From an optimization exercise on the open Yosys and OpenROAD flow, aimed at small area; shortcuts taken in it are not production practice. Where RTL was checked, it was by simulation tests only, not by an equivalence proof against the original. Power and IR drop assume default switching activity.

## job 101
// lcdnut_core
module lcdnut_core (
    input  wire        clk,
    input  wire        rst,
    input  wire        tick,
    input  wire [8:0]  cfg_prog_len,
    input  wire [15:0] cfg_t_half,
    input  wire [15:0] cfg_t_bit,
    input  wire [15:0] cfg_t_poll,
    input  wire [15:0] cfg_t_setup,
    input  wire [15:0] cfg_t_strobe,
    input  wire [15:0] cfg_t_proc,
    input  wire [15:0] cfg_t_pause,
    input  wire [15:0] cfg_t_pwrup,
    input  wire [2:0]  cfg_pin_rs,
    input  wire [2:0]  cfg_pin_e,
    input  wire [2:0]  cfg_pin_rx,
    input  wire [2:0]  cfg_pin_d0,
    input  wire [2:0]  cfg_pin_d1,
    input  wire [2:0]  cfg_pin_d2,
    input  wire [2:0]  cfg_pin_d3,
    input  wire [7:0]  cfg_cmd_8bit,
    input  wire [7:0]  cfg_cmd_4bit,
    input  wire [7:0]  cfg_cmd_func,
    input  wire [7:0]  cfg_cmd_dispon,
    input  wire [7:0]  cfg_cmd_entry,
    input  wire        cfg_oneshot_high,
    output wire [7:0]  prog_addr,
    input  wire [15:0] prog_data,
    output wire [7:0]  rom_addr,
    input  wire [7:0]  rom_data,
    input  wire [7:0]  pin_i,
    output wire [7:0]  pin_o,
    output wire [7:0]  pin_oe,
    output wire        halted,
    output wire        fault,
    output wire [2:0]  fault_code,
    output wire [8:0]  fault_pc,
    output wire [15:0] fault_word
);
For scale: about 67 flip-flops, roughly 7100 um^2 of cells after synthesis.
make LEC_CHECK=0 CAP_MARGIN=20 CORE_MARGIN=2 CORE_UTILIZATION=40 SLEW_MARGIN=20 finish   # period 10.0 ns
run.sh (not shown) runs the stock make flow with config.mk's settings and CLKGATE_MAP_FILE= SYNTH_SCRIPT=/design/flow/synth_recipe.tcl, a recipe that flattens the netlist after the stock synthesis.
Job 101 closes out successfully: all stages finished, all timing, DRC and antenna checks passed.
#### Input delta (job 102 over job 101)
# job 101
export LEC_CHECK = 0
export CAP_MARGIN = 20
export CORE_MARGIN = 2
export CORE_UTILIZATION = 40
export SLEW_MARGIN = 20
create_clock -name core_clock -period 10.0 [get_ports {clk}]
# job 102
export LEC_CHECK = 0
export CAP_MARGIN = 20
export CORE_MARGIN = 2
export CORE_UTILIZATION = 40
export CTS_BUF_LIST = sky130_fd_sc_hd__clkbuf_8
export SLEW_MARGIN = 20
export BUFFER_PORTS_ARGS = -buffer_cell sky130_fd_sc_hd__buf_1
create_clock -name core_clock -period 10.0 [get_ports {clk}]
==> flow/flow/run.sh (new file) <==
#!/bin/bash
# Layout flow: the standard flow (standard.sh), with two changes that do
# not touch the design's constraints:
#  - synthesis is the standard flow's own script (synth_recipe.tcl, i.e. ORFS synth.tcl
#    with -nofsm -noshare, flatten and renaming), except that the final ABC
#    technology mapping uses the area-oriented script flow/area.abc; the
#    register mapping (dfflibmap) happens before ABC and is unchanged;
#  - the port buffers that ORFS inserts on every input and output use the
#    smallest buffer cell (buf_1).
# Each tool's output goes to the ORFS logs under orfs/logs; the make output
# goes to standard.log in this folder.
set -euo pipefail
W=$(pwd)
echo 'export BUFFER_PORTS_ARGS = -buffer_cell sky130_fd_sc_hd__buf_1' >> config.mk
sed "s#log_cmd abc {\*}\$abc_args#set abc_args [lreplace \$abc_args 1 1 $W/flow/area.abc]\n  log_cmd abc {*}\$abc_args#" \
    "$FLOW_HOME/scripts/synth.tcl" > "$W/synth_area.tcl"
grep -q "flow/area.abc" "$W/synth_area.tcl"
sed "s#source \$::env(SCRIPTS_DIR)/synth.tcl#source $W/synth_area.tcl#" synth_recipe.tcl > "$W/area_synth.tcl"
grep -q "synth_area.tcl" "$W/area_synth.tcl"
sed "s#SYNTH_SCRIPT=[^ ]*#SYNTH_SCRIPT=$W/area_synth.tcl#" standard.sh > "$W/area_standard.sh"
grep -q "SYNTH_SCRIPT=$W/area_synth.tcl" "$W/area_standard.sh"
bash "$W/area_standard.sh" > standard.log 2>&1
==> flow/flow/area.abc (new file) <==
&get -n
&st
&dch
&nf -R 1000 -p -C 32 -F 8
&put
topo
dnsize -c
==> flow/standard.sh (new file) <==
#!/bin/bash
# synth_recipe.tcl (not shown) runs the flow's synth.tcl, then flattens the netlist and writes it again
# the make line also repeats each setting of config.mk as NAME=value (left out here)
make -C /OpenROAD-flow-scripts/flow DESIGN_CONFIG=/design/flow/config.mk WORK_HOME=/design/flow/orfs CLKGATE_MAP_FILE= SYNTH_SCRIPT=/design/flow/synth_recipe.tcl "${@:-finish}"
removed: flow/run.sh
Changes observed in job 102 relative to job 101: worst hold slack after final layout grew by 0.0051 ns; number of nets in the synthesized netlist went down; delay of the slowest cell on the worst path went down 0.32 ns. Job 101: flow completed, timing, DRC and antenna clean. Job 102 was carried through to the last stage, and its layout satisfied the timing, design-rule and antenna checks. The final reports for job 102 and job 101 show final instance area lower in the former. Between job 101 and job 102, the final clock period utilization by the worst path is higher for job 101. Job 102 vs job 101 — worst slack at placement rose 0.54 ns. Min global-route usage across job 101 and job 102: job 102. Job 102 vs job 101: effective utilization at floorplan up. Die area in job 102 is about 18% below job 101. Note that the fmax recorded for job 101 amounts to 0.847 times the value seen in job 102.

========
lcdnut_core, a different RTL version from the one above (not shown whole).
For scale: roughly 640 cells after synthesis, ~67 flip-flops, roughly 300 I/O pins, about 5000 um2 of cells after synthesis.
export LEC_CHECK = 0
export CAP_MARGIN = 20
export CORE_MARGIN = 2
export CORE_UTILIZATION = 40
export SLEW_MARGIN = 20
export BUFFER_PORTS_ARGS = -buffer_cell sky130_fd_sc_hd__buf_1
export CTS_ARGS = -sink_clustering_enable -repair_clock_nets -buf_list sky130_fd_sc_hd__clkbuf_4 -dont_use_dummy_load -sink_clustering_size 8 -sink_clustering_max_diameter 30
create_clock -name core_clock -period 10.0 [get_ports {clk}]
standard.sh (not shown) runs the stock make flow with config.mk's settings and CLKGATE_MAP_FILE= SYNTH_SCRIPT=/design/flow/synth_recipe.tcl, a recipe that flattens the netlist after the stock synthesis.
==> flow/flow/run.sh <==
#!/bin/bash
# Layout flow: the standard flow (standard.sh) with these changes, none of
# which touches the design's constraints (clock, I/O delays, loads):
#  - synthesis is the standard flow's own script (synth_recipe.tcl: ORFS synth.tcl with
#    -nofsm -noshare, then flatten and renaming), except that the final ABC
#    technology mapping uses the area-oriented script flow/area.abc; the
#    register mapping (dfflibmap) happens before ABC and is unchanged;
#    and yosys's half/full adder extraction is skipped, so that ABC maps
#    the (ripple) arithmetic with the rest of the logic;
#  - flow/extra.mk is appended to config.mk: the port buffers that ORFS puts
#    on every input and output use the smallest buffer cell (buf_1), and
#    the clock tree options.
# Each tool's output goes to the ORFS logs under orfs/logs; the make output
# goes to standard.log in this folder.
set -euo pipefail
W=$(pwd)
cat flow/extra.mk >> config.mk
sed "s#log_cmd abc {\*}\$abc_args#set abc_args [lreplace \$abc_args 1 1 $W/flow/area.abc]\n  log_cmd abc {*}\$abc_args#" \
    "$FLOW_HOME/scripts/synth.tcl" > "$W/synth_area.tcl"
grep -q "flow/area.abc" "$W/synth_area.tcl"
# no extraction of half/full adders: ABC maps the ripple logic itself
sed -i 's#\[dont_use_adder_kinds\] ne "none"#[dont_use_adder_kinds] ne "none" \&\& 0#' "$W/synth_area.tcl"
grep -q 'ne "none" && 0' "$W/synth_area.tcl"
sed "s#source \$::env(SCRIPTS_DIR)/synth.tcl#source $W/synth_area.tcl#" synth_recipe.tcl > "$W/area_synth.tcl"
grep -q "synth_area.tcl" "$W/area_synth.tcl"
sed "s#SYNTH_SCRIPT=[^ ]*#SYNTH_SCRIPT=$W/area_synth.tcl#" standard.sh > "$W/area_standard.sh"
grep -q "SYNTH_SCRIPT=$W/area_synth.tcl" "$W/area_standard.sh"
bash "$W/area_standard.sh" > standard.log 2>&1
==> flow/flow/area.abc <==
&get -n
&st
&deepsyn -T 30
&dch
&nf -R 1000 -p -C 32 -F 8
&put
topo
dnsize -c
==> flow/flow/extra.mk <==
export BUFFER_PORTS_ARGS = -buffer_cell sky130_fd_sc_hd__buf_1
export CTS_ARGS = -sink_clustering_enable -repair_clock_nets -buf_list sky130_fd_sc_hd__clkbuf_4 -dont_use_dummy_load -sink_clustering_size 8 -sink_clustering_max_diameter 30
Change:
==> flow/flow/extra.mk (replaced) <==
export BUFFER_PORTS_ARGS = -buffer_cell sky130_fd_sc_hd__buf_1
export CTS_ARGS = -sink_clustering_enable -repair_clock_nets -buf_list "sky130_fd_sc_hd__clkbuf_4 sky130_fd_sc_hd__clkbuf_8" -dont_use_dummy_load
CTS_ARGS = -sink_clustering_enable -repair_clock_nets -buf_list "sky130_fd_sc_hd__clkbuf_4 sky130_fd_sc_hd__clkbuf_8" -dont_use_dummy_load   (was -sink_clustering_enable -repair_clock_nets -buf_list sky130_fd_sc_hd__clkbuf_4 -dont_use_dummy_load -sink_clustering_size 8 -sink_clustering_max_diameter 30)
After rerunning: Total power climbs by 4.3%. Maximum frequency stays flat. Core utilization climbs by 0.44 points. Cell area climbs by 0.84%. Hold slack degrades by 0.0069 ns. Global-route usage stays flat. Via count barely changes. Wire length stays flat. Combinational power stays flat.
Change:
==> flow/flow/extra.mk (replaced) <==
export BUFFER_PORTS_ARGS = -buffer_cell sky130_fd_sc_hd__buf_1
export CTS_ARGS = -sink_clustering_enable -repair_clock_nets -buf_list sky130_fd_sc_hd__clkbuf_4 -dont_use_dummy_load
CORE_UTILIZATION = 75   (was 40)
CTS_ARGS = -sink_clustering_enable -repair_clock_nets -buf_list sky130_fd_sc_hd__clkbuf_4 -dont_use_dummy_load   (was -sink_clustering_enable -repair_clock_nets -buf_list "sky130_fd_sc_hd__clkbuf_4 sky130_fd_sc_hd__clkbuf_8" -dont_use_dummy_load)
Now the flow stopped in global placement (3_3_place_gp).
Synthesized cell count does not change.
Synthesized area is unchanged.
Function was not checked in any run of this note: the RTL went through the layout flow alone.

## static timing again, ports no longer ideal
Ports are ideal in the flow. The routed layouts listed here were re-timed in OpenROAD. Step 1: set_driving_cell puts a clkbuf_16 on clk and a buf_2 on each other input, an assumption about the parent block. Step 2 also shifts input and output timing later by t, the mid clock arrival at the registers, as if the neighbouring blocks saw the same clock. Three values: no drivers, after step 1, after step 2; two values: the first two.
run | shift t [ns] | setup WS [ns] | worst data-port slew with drivers (ns) | cell pins on the clock port's net
job 101 | 0.386 | 2.379 / 2.339 / 2.339 | 0.07 | 1
job 102 | 0.386 | 3.542 / 3.555 / 3.170 | 0.06 | 1
the first run of note 2 | 0.452 | 2.984 / 2.952 / 2.952 | 0.04 | 1
the second run of note 2 | 0.379 | 2.999 / 2.968 / 2.968 | 0.04 | 1
After both steps setup and hold are still met in every run listed. For job 102, which loses most, drivers alone change the setup slack by +0.013 ns; drivers and shift together by -0.372 ns.
